What follows belongs to an exercise in optimizing a design on an open flow for small area, a short achievable clock period and few clock cycles per item; a production flow would make more cautious choices.
Where RTL was checked, it was by simulation tests only, not by an equivalence proof against the original.
Power and IR drop assume default switching activity.

// beep_env
module beep_env (
  input             clk,
  input             rst,
  input             start,
  input      [31:0] env,         
  input      [31:0] gain,        
  output reg        ready,
  output reg        done,
  output reg        lut_we,
  output     [7:0]  lut_addr,
  output     [15:0] lut_data
);
==> module beep_env, before the edit <==
module beep_env (
  input             clk,
  input             rst,
  input             start,
  input      [31:0] env,         
  input      [31:0] gain,        
  output reg        ready,
  output reg        done,
  output reg        lut_we,
  output     [7:0]  lut_addr,
  output     [15:0] lut_data
);
  localparam [2:0] P_IDLE = 3'd0,
                   P_INIT = 3'd1,
                   P_RL   = 3'd2,
                   P_SU   = 3'd3,
                   P_DC   = 3'd4,
                   P_AT   = 3'd5;
  localparam [1:0] K_R = 2'd0, K_D = 2'd1, K_A = 2'd2;
  reg [2:0]  ph;
  reg [7:0]  atk, dec, sus, relp;    
  reg [23:0] g;
  reg        gbig;
  reg [8:0]  de;        
  reg        suNE;      
  reg        dcNE;      
  reg        atNE;      
  reg        nA;        
  reg        sgSU, sgDC, sgAT;    
  reg [8:0]  i;         
  reg        last;      
  reg [23:0] acc;       
  reg        asat;      
  reg [23:0] qg;        
  reg        qsat;
  reg [7:0]  r;         
  reg        cn;        
  reg [1:0]  dk;        
  reg        jb, jr;    
  reg [3:0]  jc;        
  reg        hm;        
  reg        jn;        
  reg        pr;        
  wire [7:0] sep  = ~relp;
  wire [2:0] fin  = atNE ? P_AT : dcNE ? P_DC : suNE ? P_SU : P_RL;
  wire       js   = jn;
  wire [7:0] dsel = (dk == K_R) ? relp : (dk == K_D) ? dec : atk;
  wire       sbit = sus[~jc[2:0] | {3{js}}];
  wire       cbit = (dk == K_A) | (sbit ^ (dk == K_D));
  wire [7:0] rem;
  wire       qb;
  wire       hz = js | (jb & (jc == 4'd0));    
  beep_env_div u_div (
    .clk   (clk),
    .first (hz),
    .step  (js | (jb & ~jc[3])),
    .cbit  (cbit),
    .d     (dsel),
    .rem   (rem),
    .qb    (qb)
  );
  wire [8:0] rsum = {1'b0, r} + {1'b0, rem};
  wire [9:0] rdif = {1'b0, rsum} - {2'b0, dsel};
  wire       rc   = ~rdif[9];
  wire [7:0] rnxt = rc ? rdif[7:0] : rsum[7:0];
  wire [23:0] ax   = hm ? qg : acc;
  wire        zb   = hm ? qb : cn;
  wire [25:0] asum = {2'b0, ax} + {2'b0, qg} + (zb ? {2'b0, g} : 26'd0);
  wire        aovf = asum[25] | asum[24] | (zb & gbig);
  reg        adv;       
  reg        enter;     
  reg [2:0]  np;        
  wire       jok      = jr | (jb & jc == 4'd8);    
  wire [2:0] after_rl = suNE ? P_SU : dcNE ? P_DC : P_AT;
  wire [2:0] after_su = dcNE ? P_DC : P_AT;
  wire       ok_at    = ~nA | ((dk == K_A) & jok);
  always @* begin
    adv   = 1'b0;
    enter = 1'b0;
    np    = ph;
    case (ph)
      P_INIT: begin
        np = P_RL;
        enter = 1'b1;
        adv = jok;
      end
      P_RL, P_SU, P_DC, P_AT:
        if (!last) adv = 1'b1;
        else begin
          enter = 1'b1;
          np = (ph == P_RL) ? after_rl : (ph == P_SU) ? after_su : P_AT;
          adv = (np == P_SU) | (np == P_DC & pr) | (np == P_AT & ok_at);
        end
      default: ;
    endcase
  end
  wire       zero_n = enter & ((np == P_RL) | (np == P_AT));    
  wire       step_n = ~zero_n & ((np == P_RL) | (np == P_DC) | (np == P_AT));
  wire [8:0] i_pm   = (ph == P_AT) ? i + 9'd1 : i - 9'd1;
  wire [7:0] atm1   = atk - 8'd1;
  reg  [8:0] inx;
  reg        we_n;
  always @* begin
    if (!enter) begin
      inx  = i_pm;
      we_n = (ph == P_RL) ? (i > de) : (ph == P_DC) ? ~(i[8] & |i[7:0]) : 1'b1;
    end else case (np)
      P_RL:    begin inx = 9'd255;             we_n = ~de[8]; end
      P_SU:    begin inx = {1'b0, sep - 8'd1}; we_n = 1'b1; end
      P_DC:    begin inx = de - 9'd1;          we_n = ~(de[8] & |de[7:0]); end
      default: begin inx = 9'd0;               we_n = 1'b1; end
    endcase
  end
  reg  [8:0] stop;
  always @* begin
    case (ph)
      P_RL:    stop = {1'b0, sep};
      P_SU:    stop = de;
      P_DC:    stop = {1'b0, atk};
      default: stop = {1'b0, atm1};
    endcase
  end
  wire single = (np == P_SU) ? sgSU : (np == P_DC) ? sgDC : (np == P_AT) & sgAT;
  wire last_n = enter ? single : (i_pm == stop);
  wire lrl = adv & last_n & (np == P_RL);
  wire ldc = adv & last_n & (np == P_DC);
  assign lut_addr = i[7:0];
  assign lut_data = acc[23:8] | {16{asat}};
  wire [8:0] de_c = {1'b0, atk} + {1'b0, dec};
  always @(posedge clk) begin
    if (ready) begin
      atk  <= env[7:0];
      dec  <= env[15:8];
      sus  <= env[23:16];
      relp <= {env[31:25], env[24] | ~|env[31:25]};
      g    <= gain[23:0];
      gbig <= |gain[31:24];
      dk   <= K_R;
      jb   <= 1'b1;
      jr   <= 1'b0;
      jc   <= 4'd0;
      hm   <= 1'b0;
      jn   <= 1'b0;
      pr   <= 1'b0;
    end else begin
      if (ph == P_INIT) begin
        de   <= de_c;
        suNE <= de_c < {1'b0, sep};
        dcNE <= |dec;
        atNE <= |atk;
        nA   <= |atk[7:1];
        sgSU <= (de_c + 9'd1) == {1'b0, sep};
        sgDC <= dec == 8'd1;
        sgAT <= atk == 8'd1;
      end
      hm <= js | (jb & ~jc[3]);
      if (jb) begin
        jc <= jc + 4'd1;
        if (jc == 4'd8) begin
          jb <= 1'b0;
          jr <= 1'b1;
        end
      end
      if (hz) begin
        qg   <= 24'd0;
        qsat <= 1'b0;
      end else if (hm) begin
        qg   <= asum[23:0];
        qsat <= qsat | aovf;
      end
      jn <= 1'b0;
      if (lrl) begin
        dk <= dcNE ? K_D : K_A;
        jn <= dcNE | nA;
        jr <= 1'b0;
      end
      if (ldc) begin
        dk <= K_A;
        jn <= nA;
        jr <= 1'b0;
      end
      if (js) begin
        jb <= 1'b1;
        jr <= 1'b0;
        jc <= 4'd1;
      end
      if (js & (dk == K_D)) begin
        pr <= 1'b0;
      end else if ((dk == K_D) & jr & ~pr) begin
        r  <= rnxt;
        cn <= rc;
        pr <= 1'b1;
      end
      if (adv) begin
        i    <= inx;
        last <= last_n;
        if (zero_n) begin
          acc  <= 24'd0;
          asat <= 1'b0;
          r    <= rem;
          cn   <= 1'b0;
        end else if (step_n) begin
          acc  <= asum[23:0];
          asat <= asat | qsat | aovf;
          r    <= rnxt;
          cn   <= rc;
        end
      end
      if (js & (dk == K_D))
        r <= dec - 8'd1;
    end
    if (rst) begin
      ph     <= P_IDLE;
      ready  <= 1'b1;
      done   <= 1'b0;
      lut_we <= 1'b0;
    end else if (ready) begin
      done   <= 1'b0;
      lut_we <= 1'b0;
      if (start) begin
        ph    <= P_INIT;
        ready <= 1'b0;
      end
    end else if (adv) begin
      lut_we <= we_n;
      if (last_n & (np == fin)) begin
        done  <= 1'b1;
        ph    <= P_IDLE;
        ready <= 1'b1;
      end else
        ph <= np;
    end
  end
endmodule
==> flow/config.mk <==
export PLATFORM = sky130hd
export DESIGN_NAME = beep_env
export DESIGN_NICKNAME = beep_env
export VERILOG_FILES = /design/flow/design.v
export SDC_FILE = /design/flow/constraint.sdc
export NUM_CORES = 4
export LEC_CHECK = 0
export CAP_MARGIN = 0
export CORE_MARGIN = 2
export CORE_UTILIZATION = 40
export CTS_BUF_LIST = sky130_fd_sc_hd__clkbuf_8
export PLACE_DENSITY = 0.6
export SETUP_SLACK_MARGIN = 5
export SLEW_MARGIN = 0
==> flow/constraint.sdc <==
create_clock -name core_clock -period 10.0 [get_ports {clk}]
set_input_delay 2.0000 -clock core_clock [delete_from_list [all_inputs] [get_ports {clk}]]
set_output_delay 2.0000 -clock core_clock [all_outputs]
set_load 0.01 [all_outputs]
standard.sh (not shown) runs the stock make flow with config.mk's settings and CLKGATE_MAP_FILE= SYNTH_SCRIPT=/design/flow/synth_recipe.tcl, a recipe that flattens the netlist after the stock synthesis.
==> flow/flow/run.sh <==
#!/bin/bash
# Standard ORFS layout; the port buffers are the platform's smallest buffer
# instead of the delay buffer buffer_ports picks on its own.
set -euo pipefail
export BUFFER_PORTS_ARGS="-buffer_cell sky130_fd_sc_hd__buf_1"
bash standard.sh > standard_flow.log 2>&1
Change:
--- a/flow/design.v
+++ b/flow/design.v
@@ -86,29 +86,32 @@
   wire [23:0] ax   = hm ? qg : acc;
   wire        zb   = hm ? qb : cn;
   wire [25:0] asum = {2'b0, ax} + {2'b0, qg} + (zb ? {2'b0, g} : 26'd0);
   wire        aovf = asum[25] | asum[24] | (zb & gbig);
   reg        adv;       
   reg        enter;     
+  reg        fini;      
   reg [2:0]  np;        
   wire       jok      = jr | (jb & jc == 4'd8);    
   wire [2:0] after_rl = suNE ? P_SU : dcNE ? P_DC : P_AT;
   wire [2:0] after_su = dcNE ? P_DC : P_AT;
   wire       ok_at    = ~nA | ((dk == K_A) & jok);
   always @* begin
     adv   = 1'b0;
     enter = 1'b0;
+    fini  = 1'b0;
     np    = ph;
     case (ph)
       P_INIT: begin
         np = P_RL;
         enter = 1'b1;
         adv = jok;
       end
       P_RL, P_SU, P_DC, P_AT:
         if (!last) adv = 1'b1;
+        else if (ph == fin) fini = 1'b1;
         else begin
           enter = 1'b1;
           np = (ph == P_RL) ? after_rl : (ph == P_SU) ? after_su : P_AT;
           adv = (np == P_SU) | (np == P_DC & pr) | (np == P_AT & ok_at);
         end
       default: ;
@@ -238,17 +241,17 @@
       done   <= 1'b0;
       lut_we <= 1'b0;
       if (start) begin
         ph    <= P_INIT;
         ready <= 1'b0;
       end
+    end else if (fini) begin
+      done   <= 1'b1;
+      lut_we <= 1'b0;
+      ph     <= P_IDLE;
+      ready  <= 1'b1;
     end else if (adv) begin
       lut_we <= we_n;
-      if (last_n & (np == fin)) begin
-        done  <= 1'b1;
-        ph    <= P_IDLE;
-        ready <= 1'b1;
-      end else
-        ph <= np;
+      ph     <= np;
     end
   end
 endmodule
Effect: The new run completed with no timing, DRC or antenna violations; worst setup slack is better by 0.12 ns; worst hold slack stays flat; wire length rose by 4.2%; via count rose by 0.94%; total power rose by 14%; clock-buffer cell count rose by 1; critical path depth fell by 1; sequential share of layout area stays flat; die area rose by 0.48%.
No functional check of the RTL was part of any run of this note.


The RTL this note starts from:
==> flow/design.v <==
module beep_env_div (
  input            clk,
  input            first,    
  input            step,     
  input            cbit,     
  input      [7:0] d,
  output reg [7:0] rem,
  output           qbit
);
  wire [7:0] rem_in = first ? 8'd0 : rem;
  wire [8:0] rem_sh = {rem_in, cbit};
  wire [9:0] diff   = {1'b0, rem_sh} - {2'b0, d};
  assign     qbit   = ~diff[9];
  always @(posedge clk) begin
    if (step)
      rem <= qbit ? diff[7:0] : rem_sh[7:0];
  end
endmodule
module beep_env (
  input             clk,
  input             rst,
  input             start,
  input      [31:0] env,         
  input      [31:0] gain,        
  output reg        ready,
  output reg        done,
  output reg        lut_we,
  output     [7:0]  lut_addr,
  output     [15:0] lut_data
);
  localparam [2:0] P_IDLE = 3'd0,
                   P_INIT = 3'd1,
                   P_RL   = 3'd2,
                   P_SU   = 3'd3,
                   P_DC   = 3'd4,
                   P_AT   = 3'd5;
  localparam [1:0] K_R = 2'd0, K_D = 2'd1, K_A = 2'd2;
  reg [2:0]  ph;
  reg [7:0]  atk, dec, sus, relp;    
  reg [23:0] g;
  reg        gbig;
  reg [8:0]  de;        
  reg        suNE;      
  reg        dcNE;      
  reg        atNE;      
  reg        nA;        
  reg        sgSU, sgDC, sgAT;    
  reg [8:0]  i;         
  reg        last;      
  reg [23:0] acc;       
  reg        asat;      
  reg [23:0] qg;        
  reg        qsat;
  reg [7:0]  r;         
  reg [7:0]  t;         
  reg        zb;        
  reg        cb;        
  reg [1:0]  dk;        
  reg        jb, jr;    
  reg [3:0]  jc;        
  reg        hm;        
  reg        jn;        
  reg        pr;        
  wire [7:0] sep  = ~relp;
  wire [2:0] fin  = atNE ? P_AT : dcNE ? P_DC : suNE ? P_SU : P_RL;
  wire       js   = jn;
  wire [7:0] dsel = (dk == K_R) ? relp : (dk == K_D) ? dec : atk;
  wire [7:0] rem;
  wire       qbit;
  wire       dstep = js | (jb & ~jc[3]);
  wire       hz    = js | (jb & (jc == 4'd0));    
  wire [3:0] jcn   = js ? 4'd1 : jc + 4'd1;      
  beep_env_div u_div (
    .clk   (clk),
    .first (hz),
    .step  (dstep),
    .cbit  (cb),
    .d     (dsel),
    .rem   (rem),
    .qbit  (qbit)
  );
  wire [8:0] rdif = {1'b0, r} - {1'b0, t};
  wire       rc   = ~rdif[8];
  wire [7:0] rnxt = rc ? rdif[7:0] : r + rem;
  wire [23:0] ax   = hm ? qg : acc;
  wire [25:0] asum = {2'b0, ax} + {2'b0, qg} + (zb ? {2'b0, g} : 26'd0);
  wire        aovf = asum[25] | asum[24] | (zb & gbig);
  reg        adv;       
  reg        enter;     
  reg [2:0]  np;        
  wire       jok      = jr | (jb & jc == 4'd8);    
  wire [2:0] after_rl = suNE ? P_SU : dcNE ? P_DC : P_AT;
  wire [2:0] after_su = dcNE ? P_DC : P_AT;
  wire       ok_at    = ~nA | ((dk == K_A) & jok);
  always @* begin
    adv   = 1'b0;
    enter = 1'b0;
    np    = ph;
    case (ph)
      P_INIT: begin
        np = P_RL;
        enter = 1'b1;
        adv = jok;
      end
      P_RL, P_SU, P_DC, P_AT:
        if (!last) adv = 1'b1;
        else begin
          enter = 1'b1;
          np = (ph == P_RL) ? after_rl : (ph == P_SU) ? after_su : P_AT;
          adv = (np == P_SU) | (np == P_DC & pr) | (np == P_AT & ok_at);
        end
      default: ;
    endcase
  end
  wire       zero_n = enter & ((np == P_RL) | (np == P_AT));    
  wire       step_n = ~zero_n & ((np == P_RL) | (np == P_DC) | (np == P_AT));
  wire [8:0] i_pm   = (ph == P_AT) ? i + 9'd1 : i - 9'd1;
  wire [7:0] atm1   = atk - 8'd1;
  reg  [8:0] inx;
  reg        we_n;
  always @* begin
    if (!enter) begin
      inx  = i_pm;
      we_n = (ph == P_RL) ? (i > de) : (ph == P_DC) ? ~(i[8] & |i[7:0]) : 1'b1;
    end else case (np)
      P_RL:    begin inx = 9'd255;             we_n = ~de[8]; end
      P_SU:    begin inx = i_pm;               we_n = 1'b1; end
      P_DC:    begin inx = de - 9'd1;          we_n = ~(de[8] & |de[7:0]); end
      default: begin inx = 9'd0;               we_n = 1'b1; end
    endcase
  end
  reg  [8:0] stop;
  always @* begin
    case (ph)
      P_RL:    stop = {1'b0, sep};
      P_SU:    stop = de;
      P_DC:    stop = {1'b0, atk};
      default: stop = {1'b0, atm1};
    endcase
  end
  wire single = (np == P_SU) ? sgSU : (np == P_DC) ? sgDC : (np == P_AT) & sgAT;
  wire last_n = enter ? single : (i_pm == stop);
  wire lrl = adv & last_n & (np == P_RL);
  wire ldc = adv & last_n & (np == P_DC);
  assign lut_addr = i[7:0];
  assign lut_data = acc[23:8] | {16{asat}};
  wire [8:0] de_c = {1'b0, atk} + {1'b0, dec};
  always @(posedge clk) begin
    if (ready) begin
      atk  <= env[7:0];
      dec  <= env[15:8];
      sus  <= env[23:16];
      relp <= {env[31:25], env[24] | ~|env[31:25]};
      g    <= gain[23:0];
      gbig <= |gain[31:24];
      dk   <= K_R;
      jb   <= 1'b1;
      jr   <= 1'b0;
      jc   <= 4'd0;
      hm   <= 1'b0;
      jn   <= 1'b0;
      pr   <= 1'b0;
      cb   <= env[23];
    end else begin
      if (ph == P_INIT) begin
        de   <= de_c;
        suNE <= de_c < {1'b0, sep};
        dcNE <= |dec;
        atNE <= |atk;
        nA   <= |atk[7:1];
        sgSU <= (de_c + 9'd1) == {1'b0, sep};
        sgDC <= dec == 8'd1;
        sgAT <= atk == 8'd1;
      end
      hm <= js | (jb & ~jc[3]);
      if (jb) begin
        jc <= jc + 4'd1;
        if (jc == 4'd8) begin
          jb <= 1'b0;
          jr <= 1'b1;
          t  <= dsel - rem;
        end
      end
      if (hz) begin
        qg   <= 24'd0;
        qsat <= 1'b0;
      end else if (hm) begin
        qg   <= asum[23:0];
        qsat <= qsat | aovf;
      end
      jn <= 1'b0;
      if (lrl) begin
        dk <= dcNE ? K_D : K_A;
        jn <= dcNE | nA;
        jr <= 1'b0;
      end
      if (ldc) begin
        dk <= K_A;
        jn <= nA;
        jr <= 1'b0;
      end
      if (js) begin
        jb <= 1'b1;
        jr <= 1'b0;
        jc <= 4'd1;
      end
      if (dstep)
        zb <= qbit;
      if (lrl)
        cb <= ~dcNE | ~sus[7];
      else if (ldc)
        cb <= 1'b1;
      else
        cb <= (dk == K_A) | (sus[~jcn[2:0]] ^ (dk == K_D));
      if (js & (dk == K_D)) begin
        pr <= 1'b0;
      end else if ((dk == K_D) & jr & ~pr) begin
        r  <= rnxt;
        zb <= rc;
        pr <= 1'b1;
      end
      if (adv) begin
        i    <= inx;
        last <= last_n;
        if (zero_n) begin
          acc  <= 24'd0;
          asat <= 1'b0;
          r    <= rem;
          zb   <= 1'b0;
        end else if (step_n) begin
          acc  <= asum[23:0];
          asat <= asat | qsat | aovf;
          r    <= rnxt;
          zb   <= rc;
        end
      end
      if (js & (dk == K_D))
        r <= dec - 8'd1;
    end
    if (rst) begin
      ph     <= P_IDLE;
      ready  <= 1'b1;
      done   <= 1'b0;
      lut_we <= 1'b0;
    end else if (ready) begin
      done   <= 1'b0;
      lut_we <= 1'b0;
      if (start) begin
        ph    <= P_INIT;
        ready <= 1'b0;
      end
    end else if (adv) begin
      lut_we <= we_n;
      if (last_n & (np == fin)) begin
        done  <= 1'b1;
        ph    <= P_IDLE;
        ready <= 1'b1;
      end else
        ph <= np;
    end
  end
endmodule
==> flow/config.mk <==
export PLATFORM = sky130hd
export DESIGN_NAME = beep_env
export DESIGN_NICKNAME = beep_env
export VERILOG_FILES = /design/flow/design.v
export SDC_FILE = /design/flow/constraint.sdc
export NUM_CORES = 4
export LEC_CHECK = 0
export CAP_MARGIN = 0
export CORE_MARGIN = 2
export CORE_UTILIZATION = 40
export CTS_BUF_LIST = sky130_fd_sc_hd__clkbuf_8
export PLACE_DENSITY = 0.6
export SLEW_MARGIN = 0
==> flow/constraint.sdc <==
create_clock -name core_clock -period 10.0 [get_ports {clk}]
set_input_delay 2.0000 -clock core_clock [delete_from_list [all_inputs] [get_ports {clk}]]
set_output_delay 2.0000 -clock core_clock [all_outputs]
set_load 0.01 [all_outputs]
==> flow/flow/run.sh <==
#!/bin/bash
set -euo pipefail
export BUFFER_PORTS_ARGS="-buffer_cell sky130_fd_sc_hd__buf_1"
export SETUP_SLACK_MARGIN=6.5
bash standard.sh > standard_flow.log 2>&1
The baseline completed without violations.
==> next run, changes <==
--- a/flow/design.v
+++ b/flow/design.v
@@ -51,9 +51,8 @@
   reg        asat;      
   reg [23:0] qg;        
   reg        qsat;
   reg [7:0]  r;         
-  reg [7:0]  t;         
   reg        zb;        
   reg        cb;        
   reg [1:0]  dk;        
   reg        jb, jr;    
@@ -78,11 +77,12 @@
     .d     (dsel),
     .rem   (rem),
     .qbit  (qbit)
   );
-  wire [8:0] rdif = {1'b0, r} - {1'b0, t};
-  wire       rc   = ~rdif[8];
-  wire [7:0] rnxt = rc ? rdif[7:0] : r + rem;
+  wire [8:0] rsum = {1'b0, r} + {1'b0, rem};
+  wire [9:0] rdif = {1'b0, rsum} - {2'b0, dsel};
+  wire       rc   = ~rdif[9];
+  wire [7:0] rnxt = rc ? rdif[7:0] : rsum[7:0];
   wire [23:0] ax   = hm ? qg : acc;
   wire [25:0] asum = {2'b0, ax} + {2'b0, qg} + (zb ? {2'b0, g} : 26'd0);
   wire        aovf = asum[25] | asum[24] | (zb & gbig);
   reg        adv;       
@@ -177,9 +177,8 @@
         jc <= jc + 4'd1;
         if (jc == 4'd8) begin
           jb <= 1'b0;
           jr <= 1'b1;
-          t  <= dsel - rem;
         end
       end
       if (hz) begin
         qg   <= 24'd0;
What happened:
- fmax is lower by 4.6%
- clock power is higher by about 2%
- global-route usage is higher by 0.51 points
- worst setup slack got worse by 0.17 ns
- routed wire length is lower by 3.4%
- sequential share of layout area is lower by 0.82 points
- via count is lower by 5.1%
Testbench counts after the change, summed over its fixed seeds: cycles 26,026, builds 96.
The RTL of the first run of this note was laid out without a check of its function.

afterwards: timing with drivers on the ports:
The flow's constraints put no driver on any port. The routed layouts listed below were extracted and timed again, unchanged, in two steps.
Step 1 (the two cells are an assumption about what drives the block):
set clk [get_ports {clk}]
set_driving_cell -lib_cell sky130_fd_sc_hd__clkbuf_16 $clk
set_driving_cell -lib_cell sky130_fd_sc_hd__buf_2 [delete_from_list [all_inputs] $clk]
Step 2, shift: input delay + t, output delay - t, t = (earliest + latest rising clock arrival at the registers) / 2. This alone moves slack from input paths to output paths.
Slacks: no drivers / after step 1 / after step 2; pairs: no drivers / after step 1.
| run | t, ns | slack for setup (ns) | worst setup path after step 2 | worst register clock-pin slew, ns |
|---|---|---|---|---|
| the first run of note 1 | 0.526 | 5.385 / 5.385 / 5.385 | register to register | 0.11 / 0.11 |
| the second run of note 1 | 0.526 | 5.501 / 5.501 / 5.501 | register to register | 0.11 / 0.11 |
| the first run of note 2 | 0.536 | 6.387 / 6.387 / 6.387 | register to register | 0.12 / 0.12 |
| the second run of note 2 | 0.522 | 6.215 / 6.215 / 6.215 | register to register | 0.11 / 0.11 |
After both steps setup and hold are still met in every run listed.
